Background: an optimization exercise with open tools, aiming at small area, a short achievable clock period and few clock cycles per item. Do not read the settings as production practice. In this exercise RTL edits were held to simulation tests only and were not proved equivalent to the original. Power figures rest on the tool's default switching activity, not on a simulated workload.

[design/flow/config.mk]
export PLATFORM = sky130hd
export DESIGN_NAME = ce_crc32
export DESIGN_NICKNAME = ce_crc32
export VERILOG_FILES = /design/flow/design.v
export SDC_FILE = /design/flow/constraint.sdc
export NUM_CORES = 4
export LEC_CHECK = 0
export CAP_MARGIN = 20
export CORE_MARGIN = 2
export CORE_UTILIZATION = 40
export SLEW_MARGIN = 20
[design/flow/constraint.sdc]
create_clock -name core_clock -period 5.0 [get_ports {clk}]
set_input_delay 1.0000 -clock core_clock [delete_from_list [all_inputs] [get_ports {clk}]]
set_output_delay 1.0000 -clock core_clock [all_outputs]
set_load 0.01 [all_outputs]
[design/flow/design.v]
module ce_crc32 (
    input  wire        clk,
    input  wire        rst_n,       
    input  wire        in_valid,
    output wire        in_ready,
    input  wire [2:0]  in_op,
    input  wire [31:0] in_data,
    output reg         res_valid,
    output reg  [31:0] res_data
);
    localparam [2:0] OP_SETCFG   = 3'd0;   
    localparam [2:0] OP_SETINIT  = 3'd1;   
    localparam [2:0] OP_SETXOR   = 3'd2;   
    localparam [2:0] OP_SETSTATE = 3'd3;   
    localparam [2:0] OP_CRCI     = 3'd4;   
    localparam [2:0] OP_CRCB     = 3'd5;   
    localparam [2:0] OP_CRCW     = 3'd6;   
    localparam [2:0] OP_CRCF     = 3'd7;   
    localparam [31:0] POLY = 32'h04C11DB7;
    reg        refin;
    reg        refout;
    reg [31:0] crc_init;
    reg [31:0] crc_xorout;
    reg [31:0] crc_state;
    reg [23:0] word_rest;
    reg [1:0]  bytes_left;
    wire       busy = (bytes_left != 2'd0);
    assign in_ready = !busy;
    wire accept = in_valid && in_ready;
    function [7:0] reflect8(input [7:0] b);
        integer i;
        begin
            for (i = 0; i < 8; i = i + 1)
                reflect8[i] = b[7 - i];
        end
    endfunction
    function [31:0] reflect32(input [31:0] v);
        integer i;
        begin
            for (i = 0; i < 32; i = i + 1)
                reflect32[i] = v[31 - i];
        end
    endfunction
    function [31:0] crc_feed(input [31:0] s, input [7:0] b, input ref_in);
        reg [31:0] t;
        reg [7:0]  bb;
        integer    k;
        begin
            bb = ref_in ? reflect8(b) : b;
            t  = s ^ {bb, 24'd0};
            for (k = 0; k < 8; k = k + 1)
                t = t[31] ? ((t << 1) ^ POLY) : (t << 1);
            crc_feed = t;
        end
    endfunction
    wire [7:0] feed_byte = busy ? word_rest[23:16]
                         : (in_op == OP_CRCW) ? in_data[31:24] : in_data[7:0];
    wire       feed_en   = busy || (accept && (in_op == OP_CRCB || in_op == OP_CRCW));
    wire [31:0] fed_state = crc_feed(crc_state, feed_byte, refin);
    wire [31:0] final_value = (refout ? reflect32(crc_state) : crc_state) ^ crc_xorout;
    always @(posedge clk) begin
        if (!rst_n) begin
            refin      <= 1'b1;
            refout     <= 1'b1;
            crc_init   <= 32'hFFFFFFFF;
            crc_xorout <= 32'hFFFFFFFF;
            crc_state  <= 32'hFFFFFFFF;
            word_rest  <= 24'd0;
            bytes_left <= 2'd0;
            res_valid  <= 1'b0;
            res_data   <= 32'd0;
        end else begin
            res_valid <= 1'b0;
            if (busy) begin
                word_rest  <= {word_rest[15:0], 8'd0};
                bytes_left <= bytes_left - 2'd1;
            end
            if (feed_en)
                crc_state <= fed_state;
            if (accept) begin
                case (in_op)
                    OP_SETCFG: begin
                        refin  <= in_data[0];
                        refout <= in_data[1];
                    end
                    OP_SETINIT:  crc_init   <= in_data;
                    OP_SETXOR:   crc_xorout <= in_data;
                    OP_SETSTATE: crc_state  <= in_data;
                    OP_CRCI:     crc_state  <= crc_init;
                    OP_CRCW: begin
                        word_rest  <= in_data[23:0];
                        bytes_left <= 2'd3;
                    end
                    OP_CRCF: begin
                        res_valid <= 1'b1;
                        res_data  <= final_value;
                    end
                    default: ;
                endcase
            end
        end
    end
endmodule
[design/flow/run.sh]
#!/bin/bash
# synth_recipe.tcl (not shown) runs the flow's synth.tcl, then flattens the netlist and writes it again
# the make line also repeats each setting of config.mk as NAME=value (left out here)
make -C /OpenROAD-flow-scripts/flow DESIGN_CONFIG=/design/flow/config.mk WORK_HOME=/design/flow/orfs CLKGATE_MAP_FILE= SYNTH_SCRIPT=/design/flow/synth_recipe.tcl finish
==> metrics.log <==
INFO  metric required = 5.32 ns
INFO  metric layout.nets = 1,009
INFO  metric worst-path-stages = 9
INFO  metric post-route-period-util = 0.756
INFO  metric worstSkewPairLatency = 0.44 ns
INFO  metric tritoncts = done
INFO  metric first_pass_grt_wire_length = 36,500 um
INFO  metric num_rows = 51
INFO  metric final-setup-viol-count = 0
INFO  metric syn_area_per_cell = 8.44 um^2
INFO  metric floorplan.die.height = 144 um
INFO  metric critical_path_at = 4.10 ns
INFO  metric grt.total_usage = 0.230
INFO  metric drtAntennaViolNets = 0
INFO  metric status = complete, no violations
INFO  metric maxCapViolCount = 0
INFO  metric ys_warn_count = 1
INFO  metric routed_wirelength = 22,800 um
INFO  metric max_clock_freq = 265 MHz
INFO  metric worst-r2r-setup-slack = 2.03 ns
INFO  metric ff2ff_path_depth = 10
INFO  metric post_synth_main_area_contributors = sky130_fd_sc_hd__dfxtp_1 (40%), sky130_fd_sc_hd__nand2_1 (8.3%), sky130_fd_sc_hd__mux2i_1 (5.8%)
INFO  metric ys_async_sr_fraction = 0
INFO  metric design.portCount = 72
INFO  metric crit-reg2reg-capture = crc_state[17]$_SDFF_PN1_
INFO  metric syn_nets = 971
INFO  metric regToRegStartpoint = bytes_left[1]$_SDFF_PN0_
INFO  metric hold_path_stages = 2
INFO  metric ctsHoldBuffers = 0
INFO  metric startpoint_type = input pin
INFO  metric routedWlPerCell = 18.3 um
INFO  metric final_core_util = 0.483
INFO  metric clk_skew = 0.00809 ns
INFO  metric antenna-diode-count = 0
INFO  metric synth_enable_flop_cells = 0
INFO  metric first_drt_iteration_drcs = 635
INFO  metric cts_bufs_inserted = 17
INFO  metric synth.cell_area = 0.00787 mm^2
INFO  metric dpl.hpwl = 16,500 um
INFO  metric post_cts.resized_instances = 0
INFO  metric placeableCoreArea = 0.0194 mm^2
INFO  metric antenna_found_initial = 0
INFO  metric chipWidth = 144 um
INFO  metric viasPerCell = 5.34
INFO  metric p_leak = 3.73 nW
INFO  metric dr.pass1.iters = 5
INFO  metric rsz_0062_raised_after_global_routing = false
INFO  metric cts_root_buffer = sky130_fd_sc_hd__clkbuf_16
INFO  metric buffer_ports.inserted = 71
INFO  metric clk_path_buf_depth = 2
INFO  metric grt_pass1_vias = 6,327
INFO  metric cts_setup_buffers = 0
INFO  metric final-hold-violation-count = 0
INFO  metric cp-endpoint = crc_state[2]$_SDFF_PN1_
INFO  metric fill_cells = 1,948
INFO  metric die_area = 0.0208 mm^2
INFO  metric syn_to_final_growth = 19.1%
INFO  metric worstPathCellList = clkdlybuf4s50_1 > nand3b_4 > a211oi_1 > o32ai_2 > xor2_2 > xnor2_4 > xor2_4 > xor2_1 > a221o_1
INFO  metric cp-startpoint = in_op[2]
INFO  metric layout_cells_sized_above_1 = 0.0904
INFO  metric timing_max_transition_violations_final = 0
INFO  metric max_stage_delay = 0.85 ns
INFO  metric synth.largest_area_cell = sky130_fd_sc_hd__dfxtp_1
INFO  metric synth_sequential_area_ratio = 0.399
INFO  metric initial_core_util = 0.406
INFO  metric max_slew.worst_pin.slew = 1.04 ns
INFO  metric final.setup.tns = 0 ns
INFO  metric placer_congestion = 0.912
INFO  metric cp_top_family = XOR/XNOR gates
INFO  metric global_route.overflow_total = 0
INFO  metric timing.slew.headroom = 0.306
INFO  metric synthCells = 933
INFO  metric yosys.area.top_type_share = 0.399
INFO  metric worstSetupEndpointType = register
INFO  metric worst-setup-path-type = input pin to register
INFO  metric power-per-cell-area = 408 mW/mm^2
INFO  metric finalWorstPathRequiredPeriod = 3.78 ns
INFO  metric peakVddDrop = 0.339 mV
INFO  metric clock_sink_count = 157
INFO  metric pin_count_of_the_biggest_net_entering_global_routing = 60
INFO  metric cts-htree-levels = 4
INFO  metric ys_ff_latch = 157
INFO  metric hp-class = register to register
INFO  metric clk_pin_slew = 0.06 ns
INFO  metric critical-path-slowest-cell = sky130_fd_sc_hd__clkdlybuf4s50_1
INFO  metric postSynth.topFlopCell = sky130_fd_sc_hd__dfxtp_1
INFO  metric worst-path-max-fanout = 16
INFO  metric post-synth-top-count-cell = sky130_fd_sc_hd__nand2_1
INFO  metric critPathBufInv = 1
INFO  metric synth_top_cells_by_count = sky130_fd_sc_hd__nand2_1 (175), sky130_fd_sc_hd__dfxtp_1 (157), sky130_fd_sc_hd__nor2_1 (103)
INFO  metric vias = 6,670
INFO  metric post-route-drc-count = 0
INFO  metric netlist-cell-type-count = 44
## cell families (layout without fill, tap and decap cells)
family | after synthesis | after routing | synth area share
simple gates | 369 | 369 | 0.200
buf+inv | 75 | 126 | 0.0393
flops | 157 | 157 | 0.399
mux | 46 | 46 | 0.0585
xor+xnor | 105 | 105 | 0.146
compound gates | 181 | 181 | 0.158
## where the power goes
| part | internal, mW | leakage [nW] | total (mW) | switching (mW) |
|---|---|---|---|---|
| sequential | 1.33 | 1.28 | 1.44 | 0.114 |
| combinational | 0.530 | 2.18 | 1.09 | 0.565 |
| clock | 0.720 | 0.266 | 1.28 | 0.563 |
| total | 2.58 | 3.73 | 3.82 | 1.24 |
## routing by layer
metal  routed length, um  vias to the layer above  GRT usage
met3                1370                       28     0.0434
li1                    -                     3291          -
met4                 311                        0     0.0639
met5                   0                        -          0
met1               10900                     3178      0.332
met2               10200                      173      0.351
## layout make-up
cell class / count / area (um^2) / share of cell area
sequential: 157 / 3140 / 0.335
clock inverter: 10 / 106 / 0.0113
inverter: 3 / 12.5 / 0.00133
tap: 265 / 332 / 0.0354
timing repair buffer: 91 / 868 / 0.0926
multi-input combinational: 701 / 4450 / 0.475
clock buffer: 22 / 464 / 0.0495
## worst reg2reg max path, cell delays in order (launching register included)
cell                       delay (ns)
sky130_fd_sc_hd__dfxtp_1         0.32
sky130_fd_sc_hd__or2_1           0.25
sky130_fd_sc_hd__clkinv_2        0.21
sky130_fd_sc_hd__buf_4           0.35
sky130_fd_sc_hd__nor2_1          0.09
sky130_fd_sc_hd__o32ai_2         0.32
sky130_fd_sc_hd__xor2_2          0.49
sky130_fd_sc_hd__xnor2_1         0.28
sky130_fd_sc_hd__xnor3_1         0.27
sky130_fd_sc_hd__mux2i_1         0.14
sky130_fd_sc_hd__o221ai_1        0.12
## worst min path at each step
stage,startpoint,to
finish,bytes_left[1]$_SDFF_PN0_,bytes_left[1]$_SDFF_PN0_
global placement,crc_init[22]$_SDFFE_PN1P_,crc_init[22]$_SDFFE_PN1P_
detailed placement,crc_init[22]$_SDFFE_PN1P_,crc_init[22]$_SDFFE_PN1P_
global route,word_rest[4]$_SDFF_PN0_,word_rest[4]$_SDFF_PN0_
CTS,word_rest[4]$_SDFF_PN0_,word_rest[4]$_SDFF_PN0_
floorplan,crc_init[0]$_SDFFE_PN1P_,crc_init[0]$_SDFFE_PN1P_
## through the flow
step	worst slack (ns)	cell area [um^2]	power (mW)	instances	hold WS, ns
CTS	1.24	9360	3.84	1248	0.468
detailed placement	0.778	8790	2.57	1216	0.455
finish	1.22	9380	3.82	1249	0.466
floorplan	1.76	7870	2.30	933	0.441
global route	0.984	9380	3.99	1249	0.484
global placement	0.835	8780	2.57	1216	0.449
## placed cells by master, fill, tap and decap left out, types with 7 or more instances in the layout
master                            Yosys  routed
sky130_fd_sc_hd__nand2_1            175     175
sky130_fd_sc_hd__dfxtp_1            157     156
sky130_fd_sc_hd__nor2_1             103     101
sky130_fd_sc_hd__nand3_1             73      73
sky130_fd_sc_hd__clkdlybuf4s50_1      0      70
sky130_fd_sc_hd__a21oi_1             61      61
sky130_fd_sc_hd__xor2_1              47      47
sky130_fd_sc_hd__mux2i_1             46      46
sky130_fd_sc_hd__xnor2_1             39      39
sky130_fd_sc_hd__a22oi_1             32      32
sky130_fd_sc_hd__o21ai_0             31      31
sky130_fd_sc_hd__buf_4                1      19
sky130_fd_sc_hd__o221ai_1            17      17
sky130_fd_sc_hd__clkbuf_16            0      17
sky130_fd_sc_hd__a311oi_1            16      16
sky130_fd_sc_hd__and4b_1              7       7
## sequential cells by signal (all words and copies together) (netlist names)
signal and count:
res_valid 1, word_rest 24, refout 1, crc_init 32, refin 1, res_data 32
crc_xorout 32, crc_state 32, bytes_left 2
Testbench counts, summed over its fixed seeds: cycles 155,814, bytes 150,696.

port drivers added, routing unchanged:
The results above use ideal ports. As a check the final layout listed here was re-extracted and re-timed, cells and wires unchanged. Step 1, drivers: a clkbuf_16 drives clk and a buf_2 each remaining input, both assumed. Step 2 adds t to the input delays and takes it off the output delays; t is the mean of the earliest and latest rising clock arrival at the registers after step 1. Input paths then give back, and output paths get back, about the clock's delay inside the block. Slacks: ideal ports / drivers / drivers and shift; pairs: ideal ports / drivers.
t, ns: 0.479
slack for setup (ns): 1.220 / 1.238 / 0.759
worst hold slack (ns): 0.466 / 0.466 / 0.466
cell pins on the clock port's net: 1
After both steps this run still meets setup and hold. For this run, drivers alone change the setup slack by +0.018 ns; drivers and shift together by -0.461 ns.
